From an optimization exercise on the open Yosys and OpenROAD flow, aimed at a short achievable clock period and few clock cycles; shortcuts taken in it are not production practice.
In this exercise RTL edits were held to simulation tests only and were not proved equivalent to the original.

==> design.v <==
module xasm_core (
    input  wire        clk,
    input  wire        rst,         
    input  wire        irq,
    output wire [15:0] mem_addr,
    output wire [15:0] mem_wdata,
    output wire        mem_we,
    input  wire [15:0] mem_rdata,
    output wire        halted,
    output wire [1:0]  halt_code,
    output wire        waiting
);
    localparam [1:0] M_A = 2'd0, M_B = 2'd1, M_C = 2'd2, M_D = 2'd3;
    localparam [1:0] HC_HALT = 2'd0, HC_ILLEGAL = 2'd1, HC_UNREACH = 2'd3;
    localparam FV = 0, FS = 1, FZ = 2, FC = 3;
    localparam [3:0] A_PASS = 4'd0, A_ADD = 4'd1, A_SUB = 4'd2, A_AND = 4'd3,
                     A_OR = 4'd4, A_XOR = 4'd5, A_ZERO = 4'd6, A_ASL = 4'd7,
                     A_ASR = 4'd8, A_LSR = 4'd9, A_ROL = 4'd10, A_ROR = 4'd11,
                     A_RLC = 4'd12, A_RRC = 4'd13, A_PASSD = 4'd14;
    localparam [3:0] S_DEC = 4'd0, S_SEXT = 4'd1, S_SW = 4'd2, S_SD = 4'd3,
                     S_DEXT = 4'd4, S_DW = 4'd5, S_DD = 4'd6, S_XW = 4'd7,
                     S_XD = 4'd8, S_XD2 = 4'd9, S_WAIT = 4'd10, S_INT2 = 4'd11,
                     S_WX = 4'd12;
    reg [15:0] R [0:15];
    reg [15:0] PC;           
    reg [15:0] SP;
    reg [3:0]  FLAG;
    reg [15:0] IR, SV, EA;
    reg [3:0]  st;
    reg        dinfl;        
    reg        pending, noint;
    reg        halted_r;
    reg [1:0]  code_r;
    reg [15:0] ADR, WD;
    reg        WE;
    reg [15:0] Q0, Q1, Q2;
    reg [1:0]  qn;
    reg        bf;           
    reg        af;           
    reg [15:0] FP;           
    reg        bb;           
    reg        lchk;         
    reg        lsmc_r;       
    function [16:0] ks16(input [15:0] a, input [15:0] b, input cin);
        reg [15:0] g, p, G, P, Gn, Pn;
        integer i, d;
        begin
            g = a & b; p = a ^ b;
            G = g; P = p;
            G[0] = g[0] | (p[0] & cin);
            for (d = 1; d < 16; d = d * 2) begin
                Gn = G; Pn = P;
                for (i = 0; i < 16; i = i + 1)
                    if (i >= d) begin
                        Gn[i] = G[i] | (P[i] & G[i-d]);
                        Pn[i] = P[i] & P[i-d];
                    end
                G = Gn; P = Pn;
            end
            ks16[0] = p[0] ^ cin;
            for (i = 1; i < 16; i = i + 1) ks16[i] = p[i] ^ G[i-1];
            ks16[16] = G[15];
        end
    endfunction
    localparam P_C1 = 0, P_C2 = 1, P_C3 = 2, P_C4 = 3, P_ILL = 4, P_UNR = 5,
               P_HLT = 6, P_C2ALU = 7, P_JMP = 8, P_CALL = 9, P_PUSH = 10,
               P_POP = 11, P_NORD = 12, P_CMP = 13, P_ALU = 14, P_NEG = 18,
               P_INC1 = 19, P_KEEPCV = 20, P_CLR = 21, P_FLAGOP = 22,
               P_STKRD = 23, P_WAIT = 24, P_PUSHPC = 25, P_PUSHFL = 26,
               P_RETI = 27, P_POPFL = 28,
               P_RARITH = 29, P_RAND = 30, P_ROR = 31, P_RXOR = 32, P_RPS = 33,
               P_RPD = 34, P_RSHL = 35, P_RSHR = 36, P_SUBT = 37,
               P_LB = 38, P_HB = 40,
               P_CS = 42,           
               P_RS1H = 50,         
               P_RD1H = 66,         
               PDW = 82;
    function [PDW-1:0] pdec(input [15:0] w);
        reg c1, c2, c3, c4, alu2;
        reg [3:0] o2;
        reg [4:0] o4;
        reg [3:0] aop;
        begin
            c1 = ~w[15];
            c2 = (w[15:13] == 3'b100);
            c3 = (w[15:13] == 3'b110);
            c4 = (w[15:13] == 3'b111);
            o2 = w[9:6];
            o4 = w[4:0];
            alu2 = c2 && o2 <= 4'd10;
            pdec = {PDW{1'b0}};
            pdec[P_C1] = c1;
            pdec[P_C2] = c2;
            pdec[P_C3] = c3;
            pdec[P_C4] = c4;
            pdec[P_ILL] = (c1 && w[14:12] == 3'd7) ||
                          (c2 && (w[12:10] != 3'd0 || o2 == 4'd15)) ||
                          (w[15:13] == 3'b101) ||
                          (c3 && w[12:11] != 2'd0) ||
                          (c4 && (w[12:5] != 8'd0 || o4 > 5'd18));
            pdec[P_UNR] = c1 && w[11:10] == M_D && w[5:4] == M_B;
            pdec[P_HLT] = c4 && o4 == 5'd13;
            pdec[P_C2ALU] = alu2;
            pdec[P_JMP]  = c2 && o2 == 4'd11;
            pdec[P_CALL] = c2 && o2 == 4'd12;
            pdec[P_PUSH] = c2 && o2 == 4'd13;
            pdec[P_POP]  = c2 && o2 == 4'd14;
            pdec[P_NORD] = (c1 && w[14:12] == 3'd0) || (c2 && o2 == 4'd0);
            pdec[P_CMP]  = c1 && w[14:12] == 3'd3;
            aop = A_PASSD;
            if (c1) begin
                case (w[14:12])
                    3'd0: aop = A_PASS;
                    3'd1: aop = A_ADD;
                    3'd2, 3'd3: aop = A_SUB;
                    3'd4: aop = A_AND;
                    3'd5: aop = A_OR;
                    default: aop = A_XOR;
                endcase
            end else if (alu2) begin
                case (o2)
                    4'd0: aop = A_ZERO;
                    4'd1: aop = A_SUB;
                    4'd2: aop = A_ADD;
                    4'd3: aop = A_SUB;
                    4'd4: aop = A_ASL;
                    4'd5: aop = A_ASR;
                    4'd6: aop = A_LSR;
                    4'd7: aop = A_ROL;
                    4'd8: aop = A_ROR;
                    4'd9: aop = A_RLC;
                    default: aop = A_RRC;
                endcase
            end
            pdec[P_ALU+3:P_ALU] = aop;
            pdec[P_RARITH] = (aop == A_ADD) || (aop == A_SUB);
            pdec[P_SUBT]   = (aop == A_SUB);
            pdec[P_RAND]   = (aop == A_AND);
            pdec[P_ROR]    = (aop == A_OR);
            pdec[P_RXOR]   = (aop == A_XOR);
            pdec[P_RPS]    = (aop == A_PASS);
            pdec[P_RPD]    = (aop == A_PASSD);
            pdec[P_RSHL]   = (aop == A_ASL) || (aop == A_ROL) || (aop == A_RLC);
            pdec[P_RSHR]   = (aop == A_ASR) || (aop == A_LSR) || (aop == A_ROR) || (aop == A_RRC);
            pdec[P_LB+1:P_LB] = (aop == A_ROL) ? 2'd1 : (aop == A_RLC) ? 2'd3 : 2'd0;
            pdec[P_CS+7:P_CS] = 8'd1 << w[10:8];
            pdec[P_RS1H+15:P_RS1H] = 16'd1 << w[9:6];
            pdec[P_RD1H+15:P_RD1H] = 16'd1 << w[3:0];
            pdec[P_HB+1:P_HB] = (aop == A_ASR) ? 2'd1 : (aop == A_ROR) ? 2'd2 :
                                (aop == A_RRC) ? 2'd3 : 2'd0;
            pdec[P_NEG]  = c2 && o2 == 4'd1;
            pdec[P_INC1] = c2 && (o2 == 4'd2 || o2 == 4'd3);
            pdec[P_KEEPCV] = c1 && (w[14:12] == 3'd0 || w[14]);
            pdec[P_CLR]  = c2 && o2 == 4'd0;
            pdec[P_FLAGOP] = c4 && o4 <= 5'd10;
            pdec[P_STKRD]  = c4 && (o4 == 5'd11 || o4 == 5'd12 || o4 == 5'd16 || o4 == 5'd18);
            pdec[P_WAIT]   = c4 && o4 == 5'd14;
            pdec[P_PUSHPC] = c4 && o4 == 5'd15;
            pdec[P_PUSHFL] = c4 && o4 == 5'd17;
            pdec[P_RETI]   = c4 && o4 == 5'd12;
            pdec[P_POPFL]  = c4 && o4 == 5'd18;
        end
    endfunction
    reg [PDW-1:0] pq, pi;
    reg           q0v;                   
    reg           is_dec, is_sext, is_sd, is_dext, is_dd, is_xd, is_wait, is_int2;    
    wire             dec = is_dec;
    wire [15:0]      I   = dec ? Q0 : IR;
    wire [PDW-1:0]   f   = dec ? pq : pi;
    wire        cls1 = f[P_C1];
    wire        cls2 = f[P_C2];
    wire        cls3 = f[P_C3];
    wire        cls4 = f[P_C4];
    wire [1:0]  mas  = I[11:10];
    wire [1:0]  mad  = I[5:4];
    wire [3:0]  rd   = I[3:0];
    wire is_cmp  = f[P_CMP];
    wire c2_alu  = f[P_C2ALU];
    wire c2_jmp  = f[P_JMP];
    wire c2_call = f[P_CALL];
    wire c2_push = f[P_PUSH];
    wire c2_pop  = f[P_POP];
    wire nord    = f[P_NORD];
    function [15:0] rsel(input [15:0] oh, input [255:0] rf);
        integer k;
        begin
            rsel = 16'h0000;
            for (k = 0; k < 16; k = k + 1)
                rsel = rsel | ({16{oh[k]}} & rf[16*k +: 16]);
        end
    endfunction
    wire [255:0] Rflat = {R[15], R[14], R[13], R[12], R[11], R[10], R[9], R[8],
                          R[7], R[6], R[5], R[4], R[3], R[2], R[1], R[0]};
    wire [15:0] RrsQ = rsel(pq[P_RS1H+15:P_RS1H], Rflat);
    wire [15:0] RrdQ = rsel(pq[P_RD1H+15:P_RD1H], Rflat);
    wire [15:0] RrsI = rsel(pi[P_RS1H+15:P_RS1H], Rflat);
    wire [15:0] RrdI = rsel(pi[P_RD1H+15:P_RD1H], Rflat);
    wire [15:0] Rrs = dec ? RrsQ : RrsI;
    wire [15:0] Rrd = dec ? RrdQ : RrdI;
    reg  [15:0] PCp2;        
    reg  [15:0] brt;         
    reg         smc_r;       
    reg         is_sw;       
    wire [15:0] PCp4 = PCp2 + 16'd2;
    wire [15:0] rdp2 = mem_rdata + 16'd2;
    wire [15:0] SPm2 = SP - 16'd2;
    wire [16:0] addS_w = ks16(RrsI, Q0, 1'b0);
    wire [16:0] addD_w = ks16(RrdI, Q0, 1'b0);
    wire [15:0] addS = addS_w[15:0];       
    wire [15:0] addD = addD_w[15:0];       
    wire [15:0] SPp2 = SP + 16'd2;
    wire [15:0] dEA  = EA - PC + 16'd1;
    wire [15:0] dSP  = SP - PC - 16'd1;
    wire smc_E = (dEA < 16'd11);
    wire smc_S = (dSP < 16'd11);
    wire       d_rrd = ~is_dd & ~is_dext;     
    reg [15:0] opD, opS, opD2;
    always @(*) begin
        opD = ({16{is_dd}} & mem_rdata) | ({16{is_dext}} & Q0) |
              ({16{d_rrd & is_dec}} & RrdQ) | ({16{d_rrd & ~is_dec}} & RrdI);
        if (is_dd)        opD2 = rdp2;
        else if (is_dext) opD2 = Q0 + 16'd2;
        else              opD2 = Rrd + 16'd2;
        opS = ({16{is_dec}} & RrsQ) | ({16{is_sext}} & Q0) | ({16{is_sd}} & mem_rdata) |
              ({16{~is_dec & ~is_sext & ~is_sd}} & SV);
    end
    wire        neg    = f[P_NEG];
    wire        inc1   = f[P_INC1];
    wire        a_rrdq = ~neg & d_rrd & is_dec;
    wire        a_rrdi = ~neg & d_rrd & ~is_dec;
    wire        a_rd   = ~neg & is_dd;
    wire        a_q0   = ~neg & is_dext;
    wire        s_sel  = ~neg & ~inc1;              
    wire        b_rrsq = s_sel & is_dec;
    wire        b_q0   = (s_sel & is_sext) | (neg & is_dext);
    wire        b_rd   = (s_sel & is_sd) | (neg & is_dd);
    wire        b_sv   = s_sel & ~is_dec & ~is_sext & ~is_sd;
    wire        b_rrdq = neg & d_rrd & is_dec;
    wire        b_rrdi = neg & d_rrd & ~is_dec;
    wire [15:0] alu_a  = ({16{a_rrdq}} & RrdQ) | ({16{a_rrdi}} & RrdI) |
                         ({16{a_rd}} & mem_rdata) | ({16{a_q0}} & Q0);
    wire [15:0] alu_b0 = ({16{b_rrsq}} & RrsQ) | ({16{b_q0}} & Q0) | ({16{b_rd}} & mem_rdata) |
                         ({16{b_sv}} & SV) | ({16{b_rrdq}} & RrdQ) | ({16{b_rrdi}} & RrdI) |
                         {15'd0, inc1};
    wire [15:0] alu_b  = alu_b0 ^ {16{f[P_SUBT]}};
    wire [16:0] sum    = ks16(alu_a, alu_b, f[P_SUBT]);
    wire        ar_v   = ~(alu_a[15] ^ alu_b[15]) & (sum[15] ^ alu_a[15]);
    reg lb, hb;
    always @(*) begin
        case (f[P_LB+1:P_LB])
            2'd1: lb = opD[15];
            2'd3: lb = FLAG[FC];
            default: lb = 1'b0;
        endcase
        case (f[P_HB+1:P_HB])
            2'd1: hb = opD[15];
            2'd2: hb = opD[0];
            2'd3: hb = FLAG[FC];
            default: hb = 1'b0;
        endcase
    end
    wire [15:0] alu_ro =  ({16{f[P_RAND]}}   & (opD & opS)) |
                        ({16{f[P_ROR]}}    & (opD | opS)) |
                        ({16{f[P_RXOR]}}   & (opD ^ opS)) |
                        ({16{f[P_RPS]}}    & opS) |
                        ({16{f[P_RPD]}}    & opD) |
                        ({16{f[P_RSHL]}}   & {opD[14:0], lb}) |
                        ({16{f[P_RSHR]}}   & {hb, opD[15:1]});
    wire [15:0] alu_r  = ({16{f[P_RARITH]}} & sum[15:0]) | alu_ro;
    wire [3:0] ex_flag;
    wire [15:0] alu_p  = alu_a ^ alu_b;
    wire [15:0] alu_k  = {alu_a[14:0] | alu_b[14:0], f[P_SUBT]};
    wire        z_sum  = &(alu_p ~^ alu_k);
    assign ex_flag[FZ] = f[P_RARITH] ? z_sum : ~|alu_ro;
    assign ex_flag[FS] = alu_r[15];
    assign ex_flag[FC] = f[P_RARITH] ? sum[16] : f[P_RSHL] ? opD[15] :
                         f[P_RSHR] ? opD[0] : FLAG[FC];
    assign ex_flag[FV] = f[P_RARITH] ? ar_v : FLAG[FV];
    wire [7:0] csel = pq[P_CS+7:P_CS];
    wire cond_q = csel[0] | (csel[1] & ~FLAG[FZ]) | (csel[2] & FLAG[FZ]) | (csel[3] & ~FLAG[FS]) |
                  (csel[4] & FLAG[FC]) | (csel[5] & ~FLAG[FC]) | (csel[6] & FLAG[FV]) |
                  (csel[7] & ~FLAG[FV]);
    reg cond;
    always @(*) begin
        case (I[10:8])
            3'd0: cond = 1'b1;
            3'd1: cond = ~FLAG[FZ];
            3'd2: cond =  FLAG[FZ];
            3'd3: cond = ~FLAG[FS];
            3'd4: cond =  FLAG[FC];
            3'd5: cond = ~FLAG[FC];
            3'd6: cond =  FLAG[FV];
            default: cond = ~FLAG[FV];
        endcase
    end
    reg [3:0]  st_n;
    reg [15:0] IR_n, SV_n, EA_n, SP_n;
    reg [PDW-1:0] pi_n;
    reg [3:0]  FLAG_n;
    reg        dinfl_n, pend_n, noint_n, halt_n;
    reg [1:0]  code_n;
    reg        cons;                 
    reg        rf_we;
    reg [3:0]  rf_wa;
    reg [15:0] rf_wd;
    reg        brd, bwr;             
    reg [15:0] baddr, bwdata;
    reg        bsmc;                 
    reg        redir;
    reg        early;        
    reg [15:0] tgt, tgt2;       
    task do_ex_q(input [15:0] wa, input wsmc);
        begin
            if (pq[P_C1] || pq[P_C2ALU]) begin
                FLAG_n = ex_flag;
                if (!pq[P_CMP]) begin
                    if (Q0[5:4] == M_B) begin
                        rf_we = 1'b1; rf_wa = Q0[3:0]; rf_wd = alu_r;
                    end else begin
                        bwr = 1'b1; baddr = wa; bwdata = alu_r; bsmc = wsmc;
                    end
                end
            end else if (pq[P_JMP]) begin
                redir = 1'b1; early = 1'b1; tgt = opD; tgt2 = opD2;
            end else if (pq[P_CALL]) begin
                early = 1'b1;
                bwr = 1'b1; baddr = SPm2; bwdata = cons ? PCp2 : PC; bsmc = smc_S;
                SP_n = SPm2;
                redir = 1'b1; tgt = opD; tgt2 = opD2;
            end else begin  
                bwr = 1'b1; baddr = SPm2; bwdata = opD; bsmc = smc_S;
                SP_n = SPm2;
            end
            st_n = S_DEC;
        end
    endtask
    task dst_start_q;
        begin
            case (Q0[5:4])
                M_B: begin
                    if (pq[P_POP]) begin
                        brd = 1'b1; baddr = SP; SP_n = SPp2; st_n = S_DW;
                    end else
                        do_ex_q(16'h0000, 1'b0);
                end
                M_C: begin
                    EA_n = RrdQ;
                    if (pq[P_NORD]) st_n = S_WX;
                    else begin
                        brd = 1'b1;
                        if (pq[P_POP]) begin baddr = SP; SP_n = SPp2; end
                        else baddr = RrdQ;
                        st_n = S_DW;
                    end
                end
                default: st_n = S_DEXT;
            endcase
        end
    endtask
    task do_ex_i(input [15:0] wa, input wsmc);
        begin
            if (pi[P_C1] || pi[P_C2ALU]) begin
                FLAG_n = ex_flag;
                if (!pi[P_CMP]) begin
                    if (IR[5:4] == M_B) begin
                        rf_we = 1'b1; rf_wa = IR[3:0]; rf_wd = alu_r;
                    end else begin
                        bwr = 1'b1; baddr = wa; bwdata = alu_r; bsmc = wsmc;
                    end
                end
            end else if (pi[P_JMP]) begin
                redir = 1'b1; early = 1'b1; tgt = opD; tgt2 = opD2;
            end else if (pi[P_CALL]) begin
                early = 1'b1;
                bwr = 1'b1; baddr = SPm2; bwdata = cons ? PCp2 : PC; bsmc = smc_S;
                SP_n = SPm2;
                redir = 1'b1; tgt = opD; tgt2 = opD2;
            end else begin  
                bwr = 1'b1; baddr = SPm2; bwdata = opD; bsmc = smc_S;
                SP_n = SPm2;
            end
            st_n = S_DEC;
        end
    endtask
    task dst_start_i;
        begin
            case (IR[5:4])
                M_B: begin
                    if (pi[P_POP]) begin
                        brd = 1'b1; baddr = SP; SP_n = SPp2; st_n = S_DW;
                    end else
                        do_ex_i(16'h0000, 1'b0);
                end
                M_C: begin
                    EA_n = RrdI;
                    if (pi[P_NORD]) st_n = S_WX;
                    else begin
                        brd = 1'b1;
                        if (pi[P_POP]) begin baddr = SP; SP_n = SPp2; end
                        else baddr = RrdI;
                        st_n = S_DW;
                    end
                end
                default: st_n = S_DEXT;
            endcase
        end
    endtask
    task int_entry;
        begin
            bwr = 1'b1; baddr = SPm2; bwdata = {12'h000, FLAG}; bsmc = smc_S;
            SP_n = SPm2;
            st_n = S_INT2;
        end
    endtask
    always @(*) begin
        st_n = st; IR_n = IR; pi_n = pi; SV_n = SV; EA_n = EA; SP_n = SP; FLAG_n = FLAG;
        dinfl_n = dinfl; pend_n = pending; noint_n = noint; halt_n = halted_r;
        code_n = code_r;
        cons = 1'b0;
        rf_we = 1'b0; rf_wa = IR[3:0]; rf_wd = alu_r;
        brd = 1'b0; bwr = 1'b0; baddr = SP; bwdata = alu_r; bsmc = 1'b0;
        redir = 1'b0; early = 1'b0; tgt = opD; tgt2 = opD2;
        if (!halted_r) begin
            case (st)
            S_DEC: begin
                if (pending && !noint) begin
                    int_entry();
                end else if (q0v && !smc_r && !lsmc_r) begin
                    if (pq[P_ILL]) begin
                        halt_n = 1'b1; code_n = HC_ILLEGAL;
                    end else if (pq[P_UNR]) begin
                        halt_n = 1'b1; code_n = HC_UNREACH;
                    end else if (pq[P_HLT]) begin
                        halt_n = 1'b1; code_n = HC_HALT;
                    end else begin
                        cons = 1'b1;
                        IR_n = Q0;
                        pi_n = pq;
                        noint_n = 1'b0;
                        if (pq[P_C1]) begin
                            SV_n = RrsQ;
                            case (Q0[11:10])
                                M_B: dst_start_q();
                                M_C: begin brd = 1'b1; baddr = RrsQ; st_n = S_SW; end
                                default: st_n = S_SEXT;
                            endcase
                        end else if (pq[P_C2]) begin
                            dst_start_q();
                        end else if (pq[P_C3]) begin
                            if (cond_q) begin
                                redir = 1'b1; early = 1'b1;
                                tgt = brt;
                                tgt2 = brt + 16'd2;
                            end
                        end else begin
                            if (pq[P_FLAGOP]) begin
                                case (Q0[3:0])
                                    4'd0:  FLAG_n[FC] = 1'b0;
                                    4'd1:  FLAG_n[FV] = 1'b0;
                                    4'd2:  FLAG_n[FZ] = 1'b0;
                                    4'd3:  FLAG_n[FS] = 1'b0;
                                    4'd4:  FLAG_n[FC] = 1'b1;
                                    4'd5:  FLAG_n[FV] = 1'b1;
                                    4'd6:  FLAG_n[FZ] = 1'b1;
                                    4'd7:  FLAG_n[FS] = 1'b1;
                                    4'd8:  FLAG_n = 4'b0000;
                                    4'd9:  FLAG_n = 4'b1111;
                                    default: ;   
                                endcase
                            end
                            if (pq[P_STKRD]) begin
                                brd = 1'b1; baddr = SP; SP_n = SPp2; st_n = S_XW;
                            end
                            if (pq[P_WAIT]) st_n = S_WAIT;
                            if (pq[P_PUSHPC]) begin
                                bwr = 1'b1; baddr = SPm2; bwdata = PCp2; bsmc = smc_S;
                                SP_n = SPm2;
                            end
                            if (pq[P_PUSHFL]) begin
                                bwr = 1'b1; baddr = SPm2; bwdata = {12'h000, FLAG}; bsmc = smc_S;
                                SP_n = SPm2;
                            end
                        end
                    end
                end
            end
            S_SEXT: if (q0v) begin
                cons = 1'b1;
                if (IR[11:10] == M_A) begin
                    SV_n = Q0;
                    dst_start_i();
                end else begin
                    brd = 1'b1; baddr = addS; st_n = S_SW;
                end
            end
            S_SW: begin
                st_n = S_SD;
                dinfl_n = 1'b0;
                if (IR[5:4] == M_C) begin
                    brd = ~pi[P_NORD]; baddr = RrdI; EA_n = RrdI; dinfl_n = 1'b1;
                end else if (IR[5:4] == M_D && q0v) begin
                    cons = 1'b1;
                    brd = ~pi[P_NORD]; baddr = addD; EA_n = addD; dinfl_n = 1'b1;
                end
            end
            S_SD: begin
                SV_n = mem_rdata;
                if (IR[5:4] == M_B) do_ex_i(16'h0000, 1'b0);
                else if (dinfl && pi[P_NORD]) do_ex_i(EA, smc_E);
                else if (dinfl) st_n = S_DD;
                else st_n = S_DEXT;
            end
            S_DEXT: if (q0v) begin
                cons = 1'b1;
                if (IR[5:4] == M_A) begin
                    if (pi[P_POP]) begin
                        EA_n = PC;
                        brd = 1'b1; baddr = SP; SP_n = SPp2; st_n = S_DW;
                    end else
                        do_ex_i(PC, 1'b0);
                end else begin
                    EA_n = addD;
                    if (pi[P_NORD]) st_n = S_WX;
                    else begin
                        brd = 1'b1;
                        if (pi[P_POP]) begin baddr = SP; SP_n = SPp2; end
                        else baddr = addD;
                        st_n = S_DW;
                    end
                end
            end
            S_DW: st_n = S_DD;
            S_WX: do_ex_i(EA, smc_E);
            S_DD: begin
                if (pi[P_POP]) begin
                    if (IR[5:4] == M_B) begin
                        rf_we = 1'b1; rf_wa = IR[3:0];
                    end else begin
                        bwr = 1'b1; baddr = EA; bwdata = alu_r; bsmc = smc_E;
                    end
                    st_n = S_DEC;
                end else
                    do_ex_i(EA, smc_E);
            end
            S_XW: begin
                if (pi[P_RETI]) begin
                    brd = 1'b1; baddr = SP; SP_n = SPp2;
                end
                st_n = S_XD;
            end
            S_XD: begin
                if (pi[P_POPFL]) begin
                    FLAG_n = mem_rdata[3:0];
                    st_n = S_DEC;
                end else begin
                    redir = 1'b1; early = 1'b1; tgt = mem_rdata; tgt2 = rdp2;
                    st_n = pi[P_RETI] ? S_XD2 : S_DEC;
                end
            end
            S_XD2: begin
                FLAG_n = mem_rdata[3:0];
                pend_n = 1'b0;
                st_n = S_DEC;
            end
            S_WAIT: if (pending) int_entry();
            S_INT2: begin
                bwr = 1'b1; baddr = SPm2; bwdata = PC; bsmc = smc_S;
                SP_n = SPm2;
                redir = 1'b1; tgt = 16'd1000; tgt2 = 16'd1002;
                noint_n = 1'b1;
                st_n = S_DEC;
            end
            default: st_n = S_DEC;
            endcase
        end
        if (irq) pend_n = 1'b1;
    end
    wire        int_take = pending & ~noint;
    wire        dec_go = is_dec & q0v & ~smc_r & ~lsmc_r & ~int_take & ~pq[P_ILL] & ~pq[P_UNR] & ~pq[P_HLT];
    wire        e_dec  = dec_go & pq[P_C3] & cond_q;
    wire        e_dext = is_dext & q0v & (pi[P_JMP] | pi[P_CALL]) & (IR[5:4] == M_A);
    wire        e_dd   = is_dd & (pi[P_JMP] | pi[P_CALL]);
    wire        e_xd   = is_xd & ~pi[P_POPFL];
    wire        ered   = (e_dec | e_dext | e_dd | e_xd) & ~bb & ~halted_r;
    wire [15:0] brtgt  = brt;
    wire [15:0] brtgt2 = brt + 16'd2;
    wire [15:0] tgt_e  = is_dec ? brtgt : is_dext ? Q0 : mem_rdata;
    wire [15:0] tgt2_e = is_dec ? brtgt2 : is_dext ? Q0 + 16'd2 : rdp2;
    wire        flush = redir | smc_r | lsmc_r;
    wire        cons_f = ~halted_r & ((dec_go) | ((is_sext | is_dext) & q0v) |
                                      (is_sw & (IR[5:4] == M_D) & q0v));
    wire [15:0] PC_n  = redir ? tgt : (cons_f ? PCp2 : PC);
    wire [1:0]  qc    = qn - {1'b0, cons_f};
    wire        arr   = af & ~flush;
    wire [1:0]  qn_n  = flush ? 2'd0 : qc + {1'b0, arr};
    wire        bf_keep = (bf & ~flush) | ered;
    wire        breq  = brd | bwr;
    wire [2:0]  occ0  = {1'b0, qn} + {2'b0, af} + {2'b0, bf};
    wire        room_c0 = (occ0 <= 3'd2);
    wire        room_c1 = (occ0 <= 3'd3);
    wire        fi_room = flush | (cons_f ? room_c1 : room_c0);
    wire        fi    = ~breq & ~halted_r & fi_room;
    wire [15:0] FPc   = bf ? ADR + 16'd2 : FP;
    wire [15:0] fa    = ered ? tgt2_e : flush ? PC_n : FPc;
    reg [15:0] Q0_n, Q1_n, Q2_n;
    always @(*) begin
        if (cons_f) begin Q0_n = Q1; Q1_n = Q2; Q2_n = Q2; end
        else      begin Q0_n = Q0; Q1_n = Q1; Q2_n = Q2; end
        if (af) begin
            case (qc)
                2'd0: Q0_n = mem_rdata;
                2'd1: Q1_n = mem_rdata;
                default: Q2_n = mem_rdata;
            endcase
        end
    end
    wire [PDW-1:0] pd_rd = pdec(mem_rdata);
    wire [PDW-1:0] pd_q1 = pdec(Q1);
    wire [PDW-1:0] pq_n  = (af && qc == 2'd0) ? pd_rd : cons_f ? pd_q1 : pq;
    wire [16:0] brt_rd_w = ks16(cons_f ? PCp4 : PCp2, {{8{mem_rdata[7]}}, mem_rdata[7:0]}, 1'b0);
    wire [16:0] brt_q1_w = ks16(PCp4, {{8{Q1[7]}}, Q1[7:0]}, 1'b0);
    wire [15:0] brt_n = (af && qc == 2'd0) ? brt_rd_w[15:0] : cons_f ? brt_q1_w[15:0] : brt;
    wire        wd_flag = (is_dec & (int_take | pq[P_PUSHFL])) | (is_wait & pending);
    wire        wd_pc   = is_int2 | (is_dd & pi[P_CALL]);
    wire        wd_pc2  = (is_dec & (pq[P_PUSHPC] | pq[P_CALL])) | (is_dext & pi[P_CALL]);
    wire [15:0] wd_alt  = wd_flag ? {12'h000, FLAG} : wd_pc ? PC : PCp2;
    wire [15:0] wd_n    = (wd_flag | wd_pc | wd_pc2) ? wd_alt : alu_r;
    integer i;
    always @(posedge clk) begin
        if (rst) begin
            for (i = 0; i < 16; i = i + 1) R[i] <= 16'h0000;
            PC <= 16'h0000; PCp2 <= 16'h0002; brt <= 16'h0000; smc_r <= 1'b0; is_sw <= 1'b0; SP <= 16'h0000; FLAG <= 4'h0;
            IR <= 16'h0000; SV <= 16'h0000; EA <= 16'h0000;
            pq <= {PDW{1'b0}}; pi <= {PDW{1'b0}}; q0v <= 1'b0;
            is_dec <= 1'b1; is_sext <= 1'b0; is_sd <= 1'b0; is_dext <= 1'b0; is_dd <= 1'b0; is_xd <= 1'b0; is_wait <= 1'b0; is_int2 <= 1'b0;
            st <= S_DEC; dinfl <= 1'b0; pending <= 1'b0; noint <= 1'b0;
            halted_r <= 1'b0; code_r <= HC_HALT;
            ADR <= 16'h0000; WD <= 16'h0000; WE <= 1'b0;
            Q0 <= 16'h0000; Q1 <= 16'h0000; Q2 <= 16'h0000; qn <= 2'd0;
            bf <= 1'b1; af <= 1'b0; FP <= 16'd2;
            bb <= 1'b0; lchk <= 1'b0; lsmc_r <= 1'b0;
        end else begin
            if (rf_we) R[rf_wa] <= rf_wd;
            PC <= PC_n; SP <= SP_n; FLAG <= FLAG_n;
            PCp2 <= redir ? tgt2 : (cons_f ? PCp4 : PCp2);
            brt <= brt_n;
            smc_r <= bwr & bsmc;
            is_sw <= (st_n == S_SW);
            IR <= IR_n; SV <= SV_n; EA <= EA_n;
            pq <= pq_n; pi <= pi_n; q0v <= (qn_n != 2'd0);
            is_dec <= (st_n == S_DEC); is_sext <= (st_n == S_SEXT); is_sd <= (st_n == S_SD);
            is_dext <= (st_n == S_DEXT); is_dd <= (st_n == S_DD);
            is_xd <= (st_n == S_XD); is_wait <= (st_n == S_WAIT); is_int2 <= (st_n == S_INT2);
            st <= st_n; dinfl <= dinfl_n; pending <= pend_n; noint <= noint_n;
            halted_r <= halt_n; code_r <= code_n;
            WE <= bwr;
            WD <= wd_n;
            if (breq) ADR <= baddr;
            else if (fi) ADR <= fa;
            Q0 <= Q0_n; Q1 <= Q1_n; Q2 <= Q2_n; qn <= qn_n;
            bf <= fi; af <= bf_keep;
            if (!fi) FP <= fa;
            bb <= breq;
            lchk <= ered & bwr;
            lsmc_r <= lchk & WE & ((ADR - PC + 16'd1) < 16'd11);
        end
    end
    assign mem_addr  = ered ? tgt_e : ADR;
    assign mem_wdata = WD;
    assign mem_we    = WE & ~rst;
    assign halted    = halted_r;
    assign halt_code = code_r;
    assign waiting   = ~halted_r & (st == S_WAIT) & ~pending;
endmodule
==> run.sh <==
#!/bin/bash
# synth_recipe.tcl (not shown) runs the flow's synth.tcl, then flattens the netlist and writes it again
# the make line also repeats each setting of config.mk as NAME=value (left out here)
make -C /OpenROAD-flow-scripts/flow DESIGN_CONFIG=/design/flow/config.mk WORK_HOME=/design/flow/orfs CLKGATE_MAP_FILE= SYNTH_SCRIPT=/design/flow/synth_recipe.tcl finish
==> config.mk <==
export PLATFORM = sky130hd
export DESIGN_NAME = xasm_core
export DESIGN_NICKNAME = xasm_core
export VERILOG_FILES = /design/flow/design.v
export SDC_FILE = /design/flow/constraint.sdc
export NUM_CORES = 4
export LEC_CHECK = 0
export ABC_CLOCK_PERIOD_IN_PS = 3000
export CAP_MARGIN = 30
export CORE_MARGIN = 2
export CORE_UTILIZATION = 40
export SETUP_SLACK_MARGIN = 5
export SLEW_MARGIN = 35
==> constraint.sdc <==
create_clock -name core_clock -period 10.0 [get_ports {clk}]
set_input_delay 2.0000 -clock core_clock [delete_from_list [all_inputs] [get_ports {clk}]]
set_output_delay 2.0000 -clock core_clock [all_outputs]
set_load 0.01 [all_outputs]
==> results.sh <==
export IMPL_path_max_fanout=22
export IMPL_cp_start_kind="flop"
export IMPL_die_w_um=368.5
export IMPL_worstMarginPinSlew_ns=1.141
export IMPL_ys_ff_latch=622
export IMPL_postCtsHoldBufs=0
export IMPL_powerDensity_nw_per_um2=341.3
export IMPL_first_global_vias=58103
export IMPL_ant_nets=0
export IMPL_power_leakage_nw=22.48
export IMPL_rows=133
export IMPL_vias=64269
export IMPL_drive_gt1_share_pct=14.47
export IMPL_path_class="reg2reg"
export IMPL_status="timing/DRC/antenna clean"
export IMPL_async_flop_share_pct=0
export IMPL_die_area_um2=135800
export IMPL_nets=7252
export IMPL_yosys_warnings=1
export IMPL_clock_latency_ns=0.75
export IMPL_synthTopCellsByArea="edfxtp_1 14%, dfxtp_1 14%, nor2_1 6.7%"
export IMPL_ys_seq_area_share_pct=28.26
export IMPL_path_clk_slew_ns=0.06
export IMPL_synth_top_area_share_pct=14.47
export IMPL_max_freq_mhz=193.2
export IMPL_wl_per_cell_um=38.89
export IMPL_cts_buffers_inserted=79
export IMPL_max_cap_violations=0
export IMPL_synth_distinct_cells=101
export IMPL_route_detailed_drc=0
export IMPL_io_pins=56
export IMPL_hold_path_class="reg2reg"
export IMPL_track_usage_pct=48.40
export IMPL_final_hold_viol_count=0
export IMPL_core_area_um2=131600
export IMPL_avgViaCountPerCell=7.281
export IMPL_totalNegativeSetupSlack_ns=0
export IMPL_layout_commonest_cell="nor2_1"
export IMPL_grt_remaining_overflow=0
export IMPL_syn_nets=7285
export IMPL_power_mw=21.22
export IMPL_avgSynthCellArea_um2=7.558
export IMPL_drt_initial_drc_count=12341
export IMPL_root_buffer="clkbuf_16"
export IMPL_fin_crit_ns=5.176
export IMPL_grt_max_degree=86
export IMPL_slew_headroom_pct=23.64
export IMPL_fin_skew_ns=0.06785
export IMPL_crit_arrival_ns=5.82
export IMPL_fillers=13107
export IMPL_ys_flop_type="dfxtp_1"
export IMPL_syn_area_um2=53130
export IMPL_hpwl_um=230000
export IMPL_synth_edff_count=256
export IMPL_start_util_pct=40.36
export IMPL_cts_tree="built"
export IMPL_htreeDepth=3
export IMPL_rsz0062_at_grt="yes"
export IMPL_drv_slew=0
export IMPL_setup_viol_count_final=0
export IMPL_antenna_found_initial=31
export IMPL_ir_worst_vdd_uv=181.6
export IMPL_dr_pass1_iters=11
export IMPL_grt_pass1_wl_um=467700
export IMPL_layout_cells_most_common_list="918 x nor2_1, 761 x nand2_1, 612 x a21oi_1"
export IMPL_cts_sinks=622
export IMPL_cts_max_path_buffers=3
export IMPL_endpoint_kind="flop"
export IMPL_die_h_um=368.5
export IMPL_synthToLayoutAreaGrowth_pct=17.00
export IMPL_wl_um=343300
export IMPL_gp_congestion=1.085
export IMPL_synth_cells=7030
export IMPL_required_ns=10.65
export IMPL_io_buffers=55
export IMPL_synth_largest_area_cell="edfxtp_1"
export IMPL_post_route_period_util_pct=51.76
[cell usage after synthesis, types with 25 or more instances]
library cell and count:
buf_1 54, and4_1 33, clkbuf_1 504, dfxtp_1 366, a221oi_1 300, nor4_1 34, inv_1 194, xnor2_1 205
nand3_1 108, nand4_1 61, a21o_1 42, o21ai_0 401, o21a_1 33, a211oi_1 141, buf_2 61, o211ai_1 69
xor2_1 82, nand2b_1 37, mux2i_1 85, a21boi_0 25, a31oi_1 70, edfxtp_1 256, a311oi_1 63, nand2_1 777
o221ai_1 68, and2_1 33, nor2_1 945, a22oi_1 107, ha_1 227, or3_1 32, nor2b_1 46, nor3_1 151
and3_1 34, a21oi_1 653, o22ai_1 76, a22o_1 265
[power breakdown]
| part | switching, mW | total [mW] | internal, mW |
|---|---|---|---|
| Combinational | 9.88 | 14.4 | 4.49 |
| Sequential | 0.709 | 3.76 | 3.05 |
| Clock | 1.31 | 3.08 | 1.77 |
[cell families after synthesis]
kind of cell | synth area share [%]
XOR/XNOR | 4.731
multiplexers | 2.037
AND/OR/NAND/NOR | 19.46
AO/OA/AOI/OAI | 33.17
adder cells (fa/ha/maj) | 5.704
flip-flops | 28.26
buffers and inverters | 6.636
[path summary, 6_finish.rpt]
kind / depth (start not counted) / startpoint / slack, ns / endpoint
max: 15 / Q0[4]$_SDFF_PP0_ / 4.82 / ADR[15]$_SDFFE_PP0P_
min: 2 / pi[35]$_SDFFE_PP0P_ / 0.45 / pi[35]$_SDFFE_PP0P_
max reg2reg: 15 / Q0[4]$_SDFF_PP0_ / 4.82 / ADR[15]$_SDFFE_PP0P_
min reg2reg: 2 / pi[35]$_SDFFE_PP0P_ / 0.45 / pi[35]$_SDFFE_PP0P_
[registers in the layout, indices dropped and copies added, names as in the netlist, 4 cells and up, named ones only]
signal,cells
IR,8
WD,16
SP,15
Q0,16
brt,16
pq,74
Q1,16
PCp2,16
FLAG,4
pi,56
R,256
st,4
Q2,16
ADR,16
PC,16
FP,16
EA,16
SV,16
[routing by layer]
metal	part of all wire, %	vias up	GRT usage (%)
li1	-	26173	-
met1	36	30551	60.42
met2	39	5915	66.60
met3	16	1608	20.23
met4	9.2	22	34.31
met5	0.051	-	0
[layout make-up]
class	count	area [µm²]	share of cell area, %
antenna	11	27.53	0.04428
multi-input combinational	5543	36090	58.06
tap	1755	2196	3.532
clock inverter	36	485.5	0.7810
inverter	209	824.5	1.326
clock buffer	109	2251	3.621
sequential	622	15070	24.25
timing repair buffer	542	5215	8.389
[worst max-delay path, stage by stage, from the launching register on]
cell       delay [ns]
dfxtp_1          0.29
buf_4            0.21
inv_1            0.36
ha_1             0.22
buf_4            0.31
nand2b_1         0.37
a21oi_1          0.46
a21oi_1          0.12
nor2_1           0.24
o21ai_0          0.26
o2111ai_1        0.26
a21oi_1          0.11
buf_4            0.27
nor2_1           0.90
o211ai_1         0.46
o211ai_1         0.22
[what timing repair did]
item,4_1_cts,5_1_grt
gates cloned,16,1
pin swaps,64,76
endpoints found under the setup margin,611,369
setup buffers,85,56
resized for setup,397,188
[metrics by stage]
step	instances	hold WS, ns	cell area (µm²)	setup slack, ns	util (%)
2_1_floorplan	7030	0.4320	53340	4.647	-
3_3_place_gp	8510	0.4392	55860	2.928	42.44
3_5_place_dp	8512	0.4452	56010	3.262	42.55
4_1_cts	8758	0.4514	60840	4.929	46.22
5_1_grt	8820	0.4741	62140	4.760	47.21
6_report	8827	0.4534	62160	4.824	47.22
Testbench counts, summed over its fixed seeds: cycles 238,407.

[port drivers added, routing unchanged]
In the flow no input, the clock included, has a driving cell. The finished layout below was timed again as built, in two steps. Step 1 assumes that a clkbuf_16 drives the clock port and a buf_2 every other input. Step 2 times the ports against the registers' clock, not the clock port: input delays grow and output delays shrink by t, the midpoint of the rising clock arrivals with the driver on. a / b / c = ideal / step 1 / step 2; a / b = the first two.
t (ns): 0.792
setup slack, ns: 4.824 / 4.824 / 4.152
worst setup path after step 2: input to register
slew at the worst register clock pin (ns): 0.07 / 0.07
worst slew at a driven data input, ns: 0.06
After both steps setup and hold are still met in this run. For this run, drivers alone change the setup slack by 0.000 ns; drivers and shift together by -0.672 ns.
